From an optimization exercise on the open Yosys and OpenROAD flow, aimed at small area; shortcuts taken in it are not production practice. The RTL was checked by simulation tests, not by an equivalence proof against the original design. Power and IR drop assume default switching activity.

`run.sh`:
```
#!/bin/bash
# synth_recipe.tcl (not shown) runs the flow's synth.tcl, then flattens the netlist and writes it again
# the make line also repeats each setting of config.mk as NAME=value (left out here)
make -C /OpenROAD-flow-scripts/flow DESIGN_CONFIG=/design/flow/config.mk WORK_HOME=/design/flow/orfs CLKGATE_MAP_FILE= SYNTH_SCRIPT=/design/flow/synth_recipe.tcl finish
```
`config.mk`:
```
export PLATFORM = sky130hd
export DESIGN_NAME = hlm_top
export DESIGN_NICKNAME = hlm_top
export VERILOG_FILES = /design/flow/design.v
export SDC_FILE = /design/flow/constraint.sdc
export NUM_CORES = 4
export LEC_CHECK = 0
export CAP_MARGIN = 20
export CORE_MARGIN = 2
export CORE_UTILIZATION = 40
export SLEW_MARGIN = 20
```
`constraint.sdc`:
```
create_clock -name core_clock -period 6.0 [get_ports {clk}]
set_input_delay 1.2000 -clock core_clock [delete_from_list [all_inputs] [get_ports {clk}]]
set_output_delay 1.2000 -clock core_clock [all_outputs]
set_load 0.01 [all_outputs]
```
`design.v`:
```
module hlm_mii (
    input  wire        clk,
    input  wire        rst,
    input  wire        acc_we,       
    input  wire [15:0] acc_wdata,
    input  wire        data_we,      
    input  wire [15:0] data_wdata,
    output wire [31:0] acc_rdata,    
    output wire [31:0] data_rdata,   
    output wire        busy,
    output wire        mdc,
    output wire        mdio_o,
    output wire        mdio_oe,
    input  wire        mdio_i
);
    reg  [15:0] acc_q;        
    reg  [15:0] data_q;       
    reg         eng_busy;
    reg         eng_write;
    reg  [4:0]  eng_phy;
    reg  [4:0]  eng_reg;
    reg  [15:0] eng_wdata;
    reg  [5:0]  slot;
    reg  [1:0]  phase;
    reg  [15:0] shift;
    wire launch = acc_we && !eng_busy && acc_wdata[0];
    always @(posedge clk) begin
        if (rst) begin
            acc_q     <= 16'h0000;
            data_q    <= 16'h0000;
            eng_busy  <= 1'b0;
            eng_write <= 1'b0;
            eng_phy   <= 5'd0;
            eng_reg   <= 5'd0;
            eng_wdata <= 16'h0000;
            slot      <= 6'd0;
            phase     <= 2'd0;
            shift     <= 16'h0000;
        end else begin
            if (acc_we && !eng_busy)
                acc_q <= acc_wdata;
            if (data_we)
                data_q <= data_wdata;
            if (launch) begin
                eng_busy  <= 1'b1;
                eng_write <= acc_wdata[1];
                eng_phy   <= acc_wdata[15:11];
                eng_reg   <= acc_wdata[10:6];
                eng_wdata <= data_q;
                slot      <= 6'd0;
                phase     <= 2'd0;
            end else if (eng_busy) begin
                phase <= phase + 2'd1;
                if (phase == 2'd1 && slot >= 6'd48)
                    shift <= {shift[14:0], mdio_i};
                if (phase == 2'd3) begin
                    if (slot == 6'd63) begin
                        eng_busy <= 1'b0;
                        if (!eng_write)
                            data_q <= shift;
                    end else begin
                        slot <= slot + 6'd1;
                    end
                end
            end
        end
    end
    wire [5:0] slot_r6 = 6'd45 - slot;
    wire [2:0] slot_r  = slot_r6[2:0];
    wire [5:0] slot_p6 = 6'd40 - slot;
    wire [2:0] slot_p  = slot_p6[2:0];
    reg m_bit;
    reg m_drive;
    always @(*) begin
        m_bit   = 1'b1;
        m_drive = 1'b1;
        if (slot < 6'd32) begin
            m_bit = 1'b1;
        end else if (slot == 6'd32) begin
            m_bit = 1'b0;
        end else if (slot == 6'd33) begin
            m_bit = 1'b1;
        end else if (slot == 6'd34) begin
            m_bit = !eng_write;
        end else if (slot == 6'd35) begin
            m_bit = eng_write;
        end else if (slot <= 6'd40) begin
            m_bit = eng_phy[slot_p];
        end else if (slot <= 6'd45) begin
            m_bit = eng_reg[slot_r];
        end else if (slot == 6'd46) begin
            m_bit   = 1'b1;
            m_drive = eng_write;
        end else if (slot == 6'd47) begin
            m_bit   = 1'b0;
            m_drive = eng_write;
        end else begin
            m_bit   = eng_wdata[~slot[3:0]];
            m_drive = eng_write;
        end
    end
    assign mdc     = eng_busy && phase[1];
    assign mdio_oe = eng_busy && m_drive;
    assign mdio_o  = m_bit;
    assign busy    = eng_busy;
    assign acc_rdata  = {16'h0000, acc_q[15:1], eng_busy};
    assign data_rdata = {16'h0000, data_q};
endmodule
module hlm_seq (
    input  wire        clk,
    input  wire        rst,
    input  wire        cmd_valid,
    output wire        cmd_ready,
    input  wire [2:0]  cmd_len,
    input  wire [31:0] cmd_w0,
    input  wire [31:0] cmd_w1,
    input  wire [31:0] cmd_w2,
    input  wire [31:0] cmd_w3,
    input  wire [31:0] cmd_w4,
    output reg         rsp_valid,
    output reg  [31:0] rsp_status,
    output reg  [31:0] rsp_info,
    output reg  [31:0] rsp_res,
    output reg         bus_req,
    output reg         bus_we,
    output reg  [11:0] bus_addr,
    output reg  [31:0] bus_wdata,
    input  wire        bus_ack,
    input  wire [31:0] bus_rdata,
    input  wire        bus_err,
    output reg         acc_we,
    output reg  [15:0] acc_wdata,
    output reg         data_we,
    output reg  [15:0] data_wdata,
    input  wire [31:0] acc_rdata,
    input  wire [31:0] data_rdata,
    input  wire        mii_busy
);
    localparam [31:0] CMD_REG_READ  = 32'h08;
    localparam [31:0] CMD_REG_WRITE = 32'h09;
    localparam [31:0] CMD_C22_READ  = 32'h10;
    localparam [31:0] CMD_C22_WRITE = 32'h11;
    localparam [31:0] CMD_C45_READ  = 32'h12;
    localparam [31:0] CMD_C45_WRITE = 32'h13;
    localparam [5:0]  READ_OPCODE   = 6'h01;
    localparam [5:0]  WRITE_OPCODE  = 6'h03;
    localparam [11:0] MII_ACC_ADDR  = 12'h120;
    localparam [11:0] MII_DATA_ADDR = 12'h124;
    localparam [31:0] ST_VALIDATION = 32'd1;
    localparam [31:0] ST_IOERROR    = 32'd4;
    localparam [31:0] VE_REG_ADDR   = 32'd1;
    localparam [31:0] VE_PHY_ADDR   = 32'd2;
    localparam [31:0] VE_REG_INDEX  = 32'd3;
    localparam [31:0] VE_DEVAD      = 32'd4;
    localparam [31:0] VE_C45_INDEX  = 32'd5;
    localparam [31:0] VE_DATA       = 32'd6;
    localparam [31:0] VE_UNKNOWN    = 32'd7;
    localparam [31:0] VE_BAD_LENGTH = 32'd8;
    localparam [31:0] IO_EXCHANGE   = 32'd1;
    localparam [2:0] U_VALIDATE = 3'd0;
    localparam [2:0] U_POLL     = 3'd1;
    localparam [2:0] U_WRDATA   = 3'd2;
    localparam [2:0] U_WRACC    = 3'd3;
    localparam [2:0] U_RDDATA   = 3'd4;
    localparam [2:0] U_RDREG    = 3'd5;
    localparam [2:0] U_WRREG    = 3'd6;
    localparam [2:0] U_RET      = 3'd7;
    localparam [1:0] D_DATA  = 2'd0;
    localparam [1:0] D_DEV   = 2'd1;
    localparam [1:0] D_IDX   = 2'd2;
    localparam [1:0] D_DEVDM = 2'd3;
    reg         mode_run;
    reg  [4:0]  upc;
    reg  [31:0] cmd_q;
    reg  [2:0]  len_q;
    reg  [31:0] opa, opb, opc, opd;
    assign cmd_ready = !mode_run;
    wire is_reg_read  = (cmd_q == CMD_REG_READ);
    wire is_reg_write = (cmd_q == CMD_REG_WRITE);
    wire is_c22_read  = (cmd_q == CMD_C22_READ);
    wire is_c22_write = (cmd_q == CMD_C22_WRITE);
    wire is_c45_read  = (cmd_q == CMD_C45_READ);
    wire is_c45_write = (cmd_q == CMD_C45_WRITE);
    wire is_write_cmd = is_reg_write || is_c22_write || is_c45_write;
    reg [2:0] uop;
    reg [1:0] dsel;      
    reg [4:0] acc_reg;   
    reg       acc_wr;    
    always @(*) begin
        uop     = U_RET;
        dsel    = D_DATA;
        acc_reg = 5'h0D;
        acc_wr  = 1'b1;
        if (is_reg_read) begin
            case (upc)
                5'd0: uop = U_VALIDATE;
                5'd1: uop = U_RDREG;
                default: uop = U_RET;
            endcase
        end else if (is_reg_write) begin
            case (upc)
                5'd0: uop = U_VALIDATE;
                5'd1: uop = U_WRREG;
                default: uop = U_RET;
            endcase
        end else if (is_c22_write) begin
            case (upc)
                5'd0: uop = U_VALIDATE;
                5'd1: uop = U_POLL;
                5'd2: begin uop = U_WRDATA; dsel = D_DATA; end
                5'd3: begin uop = U_WRACC; acc_wr = 1'b1; end
                5'd4: uop = U_POLL;
                default: uop = U_RET;
            endcase
        end else if (is_c22_read) begin
            case (upc)
                5'd0: uop = U_VALIDATE;
                5'd1: uop = U_POLL;
                5'd2: begin uop = U_WRACC; acc_wr = 1'b0; end
                5'd3: uop = U_POLL;
                5'd4: uop = U_RDDATA;
                default: uop = U_RET;
            endcase
        end else if (is_c45_read || is_c45_write) begin
            case (upc)
                5'd0:  uop = U_VALIDATE;
                5'd1:  uop = U_POLL;
                5'd2:  begin uop = U_WRDATA; dsel = D_DEV; end
                5'd3:  begin uop = U_WRACC; acc_reg = 5'h0D; end
                5'd4:  uop = U_POLL;
                5'd5:  uop = U_POLL;
                5'd6:  begin uop = U_WRDATA; dsel = D_IDX; end
                5'd7:  begin uop = U_WRACC; acc_reg = 5'h0E; end
                5'd8:  uop = U_POLL;
                5'd9:  uop = U_POLL;
                5'd10: begin uop = U_WRDATA; dsel = D_DEVDM; end
                5'd11: begin uop = U_WRACC; acc_reg = 5'h0D; end
                5'd12: uop = U_POLL;
                5'd13: uop = U_POLL;
                5'd14: begin
                    if (is_c45_write) begin uop = U_WRDATA; dsel = D_DATA; end
                    else begin uop = U_WRACC; acc_reg = 5'h0E; acc_wr = 1'b0; end
                end
                5'd15: begin
                    if (is_c45_write) begin uop = U_WRACC; acc_reg = 5'h0E; end
                    else uop = U_POLL;
                end
                5'd16: begin
                    if (is_c45_write) uop = U_POLL;
                    else uop = U_RDDATA;
                end
                default: uop = U_RET;
            endcase
        end else begin
            uop = U_VALIDATE;
        end
    end
    wire [31:0] x_phy  = opa;
    wire [31:0] x_reg  = opb;
    wire [31:0] x_dev  = opb;
    wire [31:0] x_idx  = opc;
    wire [31:0] x_data = is_c22_write ? opc : opd;
    wire [31:0] x_addr = opa;
    wire [31:0] x_val  = opb;
    reg        v_fail;
    reg [31:0] v_info;
    reg [31:0] v_res;
    always @(*) begin
        v_fail = 1'b0;
        v_info = 32'd0;
        v_res  = 32'd0;
        if (!(is_reg_read || is_reg_write || is_c22_read || is_c22_write ||
              is_c45_read || is_c45_write)) begin
            v_fail = 1'b1; v_info = VE_UNKNOWN; v_res = cmd_q;
        end else if ((is_reg_read  && len_q != 3'd2) ||
                     (is_reg_write && len_q != 3'd3) ||
                     (is_c22_read  && len_q != 3'd3) ||
                     (is_c22_write && len_q != 3'd4) ||
                     (is_c45_read  && len_q != 3'd4) ||
                     (is_c45_write && len_q != 3'd5)) begin
            v_fail = 1'b1; v_info = VE_BAD_LENGTH; v_res = {29'd0, len_q};
        end else if (is_reg_read || is_reg_write) begin
            if (x_addr >= 32'h1000) begin
                v_fail = 1'b1; v_info = VE_REG_ADDR; v_res = x_addr;
            end
        end else if (is_c22_read || is_c22_write) begin
            if (x_phy >= 32'd32) begin
                v_fail = 1'b1; v_info = VE_PHY_ADDR; v_res = x_phy;
            end else if (x_reg >= 32'd32) begin
                v_fail = 1'b1; v_info = VE_REG_INDEX; v_res = x_reg;
            end else if (is_c22_write && x_data >= 32'h10000) begin
                v_fail = 1'b1; v_info = VE_DATA; v_res = x_data;
            end
        end else begin
            if (x_phy >= 32'd32) begin
                v_fail = 1'b1; v_info = VE_PHY_ADDR; v_res = x_phy;
            end else if (x_dev >= 32'd32) begin
                v_fail = 1'b1; v_info = VE_DEVAD; v_res = x_dev;
            end else if (x_idx >= 32'h10000) begin
                v_fail = 1'b1; v_info = VE_C45_INDEX; v_res = x_idx;
            end else if (is_c45_write && x_data >= 32'h10000) begin
                v_fail = 1'b1; v_info = VE_DATA; v_res = x_data;
            end
        end
    end
    reg [15:0] wrdata_val;
    always @(*) begin
        case (dsel)
            D_DATA:  wrdata_val = x_data[15:0];
            D_DEV:   wrdata_val = x_dev[15:0];
            D_IDX:   wrdata_val = x_idx[15:0];
            default: wrdata_val = x_dev[15:0] | 16'h4000;
        endcase
    end
    wire [4:0]  wracc_reg  = (is_c22_read || is_c22_write) ? x_reg[4:0] : acc_reg;
    wire [5:0]  wracc_op   = acc_wr ? WRITE_OPCODE : READ_OPCODE;
    wire [15:0] wracc_word = {x_phy[4:0], wracc_reg, wracc_op};
    wire addr_is_acc  = (x_addr[11:0] == MII_ACC_ADDR);
    wire addr_is_data = (x_addr[11:0] == MII_DATA_ADDR);
    always @(*) begin
        acc_we     = 1'b0;
        acc_wdata  = wracc_word;
        data_we    = 1'b0;
        data_wdata = wrdata_val;
        if (mode_run) begin
            case (uop)
                U_WRDATA: data_we = 1'b1;
                U_WRACC:  acc_we  = 1'b1;
                U_WRREG: begin
                    if (addr_is_acc) begin
                        acc_we    = 1'b1;
                        acc_wdata = x_val[15:0];
                    end else if (addr_is_data) begin
                        data_we    = 1'b1;
                        data_wdata = x_val[15:0];
                    end
                end
                default: ;
            endcase
        end
    end
    always @(posedge clk) begin
        if (rst) begin
            mode_run  <= 1'b0;
            upc       <= 5'd0;
            rsp_valid <= 1'b0;
            bus_req   <= 1'b0;
        end else begin
            rsp_valid <= 1'b0;
            if (!mode_run) begin
                if (cmd_valid) begin
                    cmd_q      <= cmd_w0;
                    len_q      <= cmd_len;
                    opa        <= cmd_w1;
                    opb        <= cmd_w2;
                    opc        <= cmd_w3;
                    opd        <= cmd_w4;
                    rsp_status <= 32'd0;
                    rsp_info   <= 32'd0;
                    rsp_res    <= 32'd0;
                    upc        <= 5'd0;
                    mode_run   <= 1'b1;
                end
            end else begin
                case (uop)
                    U_VALIDATE: begin
                        if (v_fail) begin
                            rsp_status <= ST_VALIDATION;
                            rsp_info   <= v_info;
                            rsp_res    <= v_res;
                            mode_run   <= 1'b0;
                            rsp_valid  <= 1'b1;
                        end else begin
                            upc <= upc + 5'd1;
                        end
                    end
                    U_POLL: begin
                        if (!mii_busy)
                            upc <= upc + 5'd1;
                    end
                    U_WRDATA, U_WRACC: begin
                        upc <= upc + 5'd1;
                    end
                    U_RDDATA: begin
                        rsp_res <= {16'h0000, data_rdata[15:0]};
                        upc     <= upc + 5'd1;
                    end
                    U_RDREG, U_WRREG: begin
                        if (addr_is_acc || addr_is_data) begin
                            if (uop == U_RDREG)
                                rsp_res <= addr_is_acc ? acc_rdata : data_rdata;
                            upc <= upc + 5'd1;
                        end else if (!bus_req) begin
                            bus_req   <= 1'b1;
                            bus_we    <= (uop == U_WRREG);
                            bus_addr  <= x_addr[11:0];
                            bus_wdata <= x_val;
                        end else if (bus_ack) begin
                            bus_req <= 1'b0;
                            if (bus_err) begin
                                rsp_status <= ST_IOERROR;
                                rsp_info   <= IO_EXCHANGE;
                                rsp_res    <= bus_rdata;
                                mode_run   <= 1'b0;
                                rsp_valid  <= 1'b1;
                            end else begin
                                if (uop == U_RDREG)
                                    rsp_res <= bus_rdata;
                                upc <= upc + 5'd1;
                            end
                        end
                    end
                    default: begin  
                        rsp_status <= 32'd0;
                        rsp_info   <= 32'd0;
                        if (is_write_cmd)
                            rsp_res <= 32'd0;
                        mode_run  <= 1'b0;
                        rsp_valid <= 1'b1;
                    end
                endcase
            end
        end
    end
endmodule
module hlm_top (
    input  wire        clk,
    input  wire        rst,
    input  wire        cmd_valid,
    output wire        cmd_ready,
    input  wire [2:0]  cmd_len,
    input  wire [31:0] cmd_w0,
    input  wire [31:0] cmd_w1,
    input  wire [31:0] cmd_w2,
    input  wire [31:0] cmd_w3,
    input  wire [31:0] cmd_w4,
    output wire        rsp_valid,
    output wire [31:0] rsp_status,
    output wire [31:0] rsp_info,
    output wire [31:0] rsp_res,
    output wire        bus_req,
    output wire        bus_we,
    output wire [11:0] bus_addr,
    output wire [31:0] bus_wdata,
    input  wire        bus_ack,
    input  wire [31:0] bus_rdata,
    input  wire        bus_err,
    output wire        mdc,
    output wire        mdio_o,
    output wire        mdio_oe,
    input  wire        mdio_i
);
    wire        acc_we, data_we, mii_busy;
    wire [15:0] acc_wdata, data_wdata;
    wire [31:0] acc_rdata, data_rdata;
    hlm_seq u_seq (
        .clk(clk), .rst(rst),
        .cmd_valid(cmd_valid), .cmd_ready(cmd_ready), .cmd_len(cmd_len),
        .cmd_w0(cmd_w0), .cmd_w1(cmd_w1), .cmd_w2(cmd_w2), .cmd_w3(cmd_w3), .cmd_w4(cmd_w4),
        .rsp_valid(rsp_valid), .rsp_status(rsp_status), .rsp_info(rsp_info), .rsp_res(rsp_res),
        .bus_req(bus_req), .bus_we(bus_we), .bus_addr(bus_addr), .bus_wdata(bus_wdata),
        .bus_ack(bus_ack), .bus_rdata(bus_rdata), .bus_err(bus_err),
        .acc_we(acc_we), .acc_wdata(acc_wdata), .data_we(data_we), .data_wdata(data_wdata),
        .acc_rdata(acc_rdata), .data_rdata(data_rdata), .mii_busy(mii_busy)
    );
    hlm_mii u_mii (
        .clk(clk), .rst(rst),
        .acc_we(acc_we), .acc_wdata(acc_wdata), .data_we(data_we), .data_wdata(data_wdata),
        .acc_rdata(acc_rdata), .data_rdata(data_rdata), .busy(mii_busy),
        .mdc(mdc), .mdio_o(mdio_o), .mdio_oe(mdio_oe), .mdio_i(mdio_i)
    );
endmodule
```
==> run summary <==
## kinds of logic after synthesis
family | count (synthesis) | share of synthesized area
AO/OA/AOI/OAI | 457 | 0.201
XOR/XNOR | 6 | 0.00332
adder cells (fa/ha/maj) | 15 | 0.0116
buffers and inverters | 166 | 0.0567
flip-flops | 337 | 0.583
multiplexers | 30 | 0.0238
other | 1 | 0.000237
AND/OR/NAND/NOR | 378 | 0.121
## placed cells by master, fill, tap and decap left out, types with 12 or more instances in the layout
| master | instances |
|---|---|
| buf_4 | 21 |
| nand3_1 | 31 |
| mux2i_1 | 23 |
| a221oi_1 | 27 |
| and3_1 | 12 |
| nor4_1 | 31 |
| a22oi_1 | 30 |
| inv_1 | 23 |
| dfxtp_1 | 91 |
| conb_1 | 58 |
| ha_1 | 13 |
| clkdlybuf4s50_1 | 288 |
| o21ai_1 | 14 |
| clkbuf_16 | 41 |
| o21bai_1 | 12 |
| o2bb2ai_1 | 16 |
| o21ai_0 | 92 |
| edfxtp_1 | 246 |
| o211ai_1 | 13 |
| a21oi_1 | 97 |
| a32oi_1 | 16 |
| nand2_1 | 120 |
| a22o_1 | 19 |
| nor3_1 | 18 |
| nor2_1 | 78 |
| a211oi_1 | 14 |
## critical path: cells and delay by family (launching register included)
| kind | cells | cell delay, ns |
|---|---|---|
| and+or+nand+nor | 4 | 1.05 |
| adders and majority gates | 2 | 0.75 |
| DFF | 1 | 0.42 |
| AOI/OAI and AO/OA | 4 | 1.59 |
| buffers and inverters | 2 | 0.64 |
## cell usage after synthesis, drive strengths merged, types with 4 or more instances
master	count	area [um2]
a2111oi	4	73.8
a211oi	17	138
a21o	6	45.0
a21oi	99	499
a221oi	28	245
a22o	19	166
a22oi	30	225
a31o	4	35.0
a31oi	8	50.1
a32oi	16	140
and2	9	56.3
and3	12	75.1
buf	89	607
clkbuf	53	199
dfxtp	91	1820
edfxtp	246	7390
ha	13	163
inv	23	86.3
mux2i	23	230
mux4	6	135
nand2	121	457
nand2b	5	31.3
nand3	31	155
nand4	11	75.1
nor2	83	314
nor2b	11	68.8
nor3	21	126
nor3b	7	52.6
nor4	35	255
o211a	4	40.0
o211ai	14	110
o21a	11	83.8
o21ai	108	548
o21bai	12	90.1
o221ai	6	52.6
o22a	4	35.0
o22ai	7	43.8
o2bb2ai	16	140
o31a	5	45.0
o31ai	5	42.5
o41ai	4	42.6
or2	6	37.5
or3	10	62.6
or4	5	37.5
xnor2	4	35.0
## how the worst max path moves through the flow
stage | slack [ns] | to | from | cells after the start
5_1_grt | 0.77 | u_seq.bus_wdata[10] | u_seq.upc[0] | 12
6_report | 1.18 | u_seq.bus_wdata[8] | u_seq.upc[0] | 12
3_3_place_gp | 1.33 | u_seq.bus_addr[7] | u_seq.upc[0] | 12
4_1_cts | 1.20 | u_seq.bus_wdata[28] | u_seq.upc[0] | 12
2_1_floorplan | 0.35 | u_seq.rsp_res[0] | u_seq.upc[2] | 11
3_5_place_dp | 1.25 | u_seq.bus_wdata[8] | u_seq.upc[0] | 12
## final cells by class
type	instances	area, um2	area share
tap	518	648	0.0320
timing repair buffer	313	3100	0.153
clock buffer	53	1090	0.0539
clock inverter	19	139	0.00686
inverter	24	90.1	0.00445
multi-input combinational	944	5970	0.295
sequential	337	9210	0.455
antenna	2	5.00	0.000247
## power groups by stage
stage          Clock, mW  Combinational, mW  Sequential [mW]
3_3_place_gp           0              0.322             2.68
5_1_grt             2.42              0.344             2.63
3_5_place_dp           0              0.322             2.68
4_1_cts             2.32              0.323             2.63
2_1_floorplan          0              0.129             2.66
6_report            2.28              0.324             2.63
## metal layers
| layer | up-vias | global-route usage | share of wire |
|---|---|---|---|
| met4 | 2 | 0.0959 | 0.036 |
| li1 | 5827 | - | - |
| met1 | 6286 | 0.351 | 0.40 |
| met2 | 754 | 0.427 | 0.46 |
| met5 | - | 0 | 0.00023 |
| met3 | 122 | 0.0693 | 0.10 |
## metrics by stage
step	worst slack, ns	hold slack, ns	utilization	std cells
finish	1.18	0.454	0.522	2210
global route	0.770	0.475	0.522	2208
CTS	1.20	0.456	0.521	2207
detailed placement	1.25	0.439	0.489	2135
global placement	1.33	0.438	0.489	2135
floorplan	0.351	0.425	-	1447
==> results_dict.tcl <==
set metrics [dict create \
    status "complete, no violations" \
    min_from "u_mii.eng_reg[4]" \
    core_area_um2 38800 \
    end_kind "register" \
    post_cts_buffers 0 \
    synth_cell_types 99 \
    synthFlopType "edfxtp_1" \
    cts_buffer_depth 3 \
    worst_ep_required_time_ns 6.23 \
    fmax_mhz 208 \
    fin_nets 1873 \
    drt_iter0_drc 1336 \
    p_int_mw 4.07 \
    holdPathEnd "u_mii.eng_reg[4]" \
    maxSlewHeadroom 0.261 \
    syn_inst 1390 \
    yosysWarningCount 2 \
    cp_slowest_cell "a2111oi_0" \
    pwr-share-comb 0.062 \
    die_h_um 203 \
    ant_nets 0 \
    ys_async_sr_fraction 0 \
    drcViolationCount 0 \
    synth_edf_count 246 \
    cts_buffers 39 \
    setup_viol 0 \
    drv_cap 0 \
    final_hold_viol_count 0 \
    crit_type "reg -> reg" \
    grt_max_degree 159 \
    stdcell_area_um2 20300 \
    drt-pass1-iter-count 6 \
    dp_hpwl_um 41900 \
    die-width_um 203 \
    leakage_nw 6.74 \
    worst_pin_slew_ns 1.11 \
    cts_tree "done" \
    fin_total_pwr_mw 5.24 \
    ios 348 \
    initial_core_util 0.407 \
    clock_latency_ns 0.56 \
    gp_congestion 0.908 \
    tns_ns 0 \
    rsz0062_at_grt "no" \
    worstSetupStartpointType "register" \
    post_cts_resized 0 \
    peakVddDrop_v 0.000241 \
    wire_per_inst_um 25.3 \
    whs_path_depth 1 \
    hold_path.class "reg -> reg" \
    avgSynthCellArea_um2 11.4 \
    globalRouteTotalUtil 0.267 \
    crit_top_cell "ha_1" \
    r2r_cells 12 \
    clock_sinks 337 \
    max_stage_delay_ns 0.75 \
    r2r-start "u_seq.upc[0]" \
    overflow 0 \
    htree_num_levels 2 \
    port_buffers 289 \
    clk_pin_slew_ns 0.06 \
    syn_to_final_growth_pct 28.2 \
    worstReg2RegEnd "u_seq.bus_wdata[8]" \
    fillers 3391 \
    postCtsHoldBufs 0 \
    fp-row-count 72 \
    crit_fanout 40 \
    pwr-share-clk 0.436 \
    yosysSeqAreaShare 0.583 \
    grt_pass1_vias 12655 \
    root_buffer "clkbuf_16" \
    syn_area_um2 15800 \
    arrival_ns 5.05 \
    rrSetupSlack_ns 1.18 \
    grt_pass1_wl_um 81400 \
    dieArea_um2 41100 \
    viasPerCell 5.88 \
    placed_area_um2 19000 \
    finalCritPeriodShare 0.803 \
    crit_chain "ha_1 > and3_1 > ha_1 > or3_1 > o31ai_1 > a2111oi_0 > o31a_2 > nand4_2 > a2111oi_4 > buf_4 > nor3b_4 > buf_12" \
    ys_seq_elements 337 \
    routed_wl_um 55900 \
    fin_worst_skew_ns 0.0163 \
    min_period_ns 4.82 \
    p_sw_mw 1.17 \
    vias 12991 \
    switching_share 0.224 \
    p_per_area_nw_per_um2 259 \
    slew_violations 0 \
    power_frac_seq 0.502 \
    antenna_found_initial 1 \
    drive_gt1_frac 0.0746 \
]

[what the ideal ports hide]
How much do the figures lean on ideal ports? The routed layout below was timed once more, with nothing changed but the port constraints.
Step 1: set_driving_cell puts a clkbuf_16 on clk and a buf_2 on each other input, an assumption about the parent block.
Step 2, shift: input delay + t, output delay - t, t = (earliest + latest rising clock arrival at the registers) / 2. This alone moves slack from input paths to output paths.
Slacks: ideal / step 1 / step 2; pairs: ideal / step 1.
shift t [ns]: 0.605
slack for setup (ns): 1.183 / 1.183 / 1.183
worst setup path at the end: register to register
After both steps this run still meets setup and hold. The setup slack of this run moves by 0.000 ns with the drivers and by 0.000 ns with both steps.
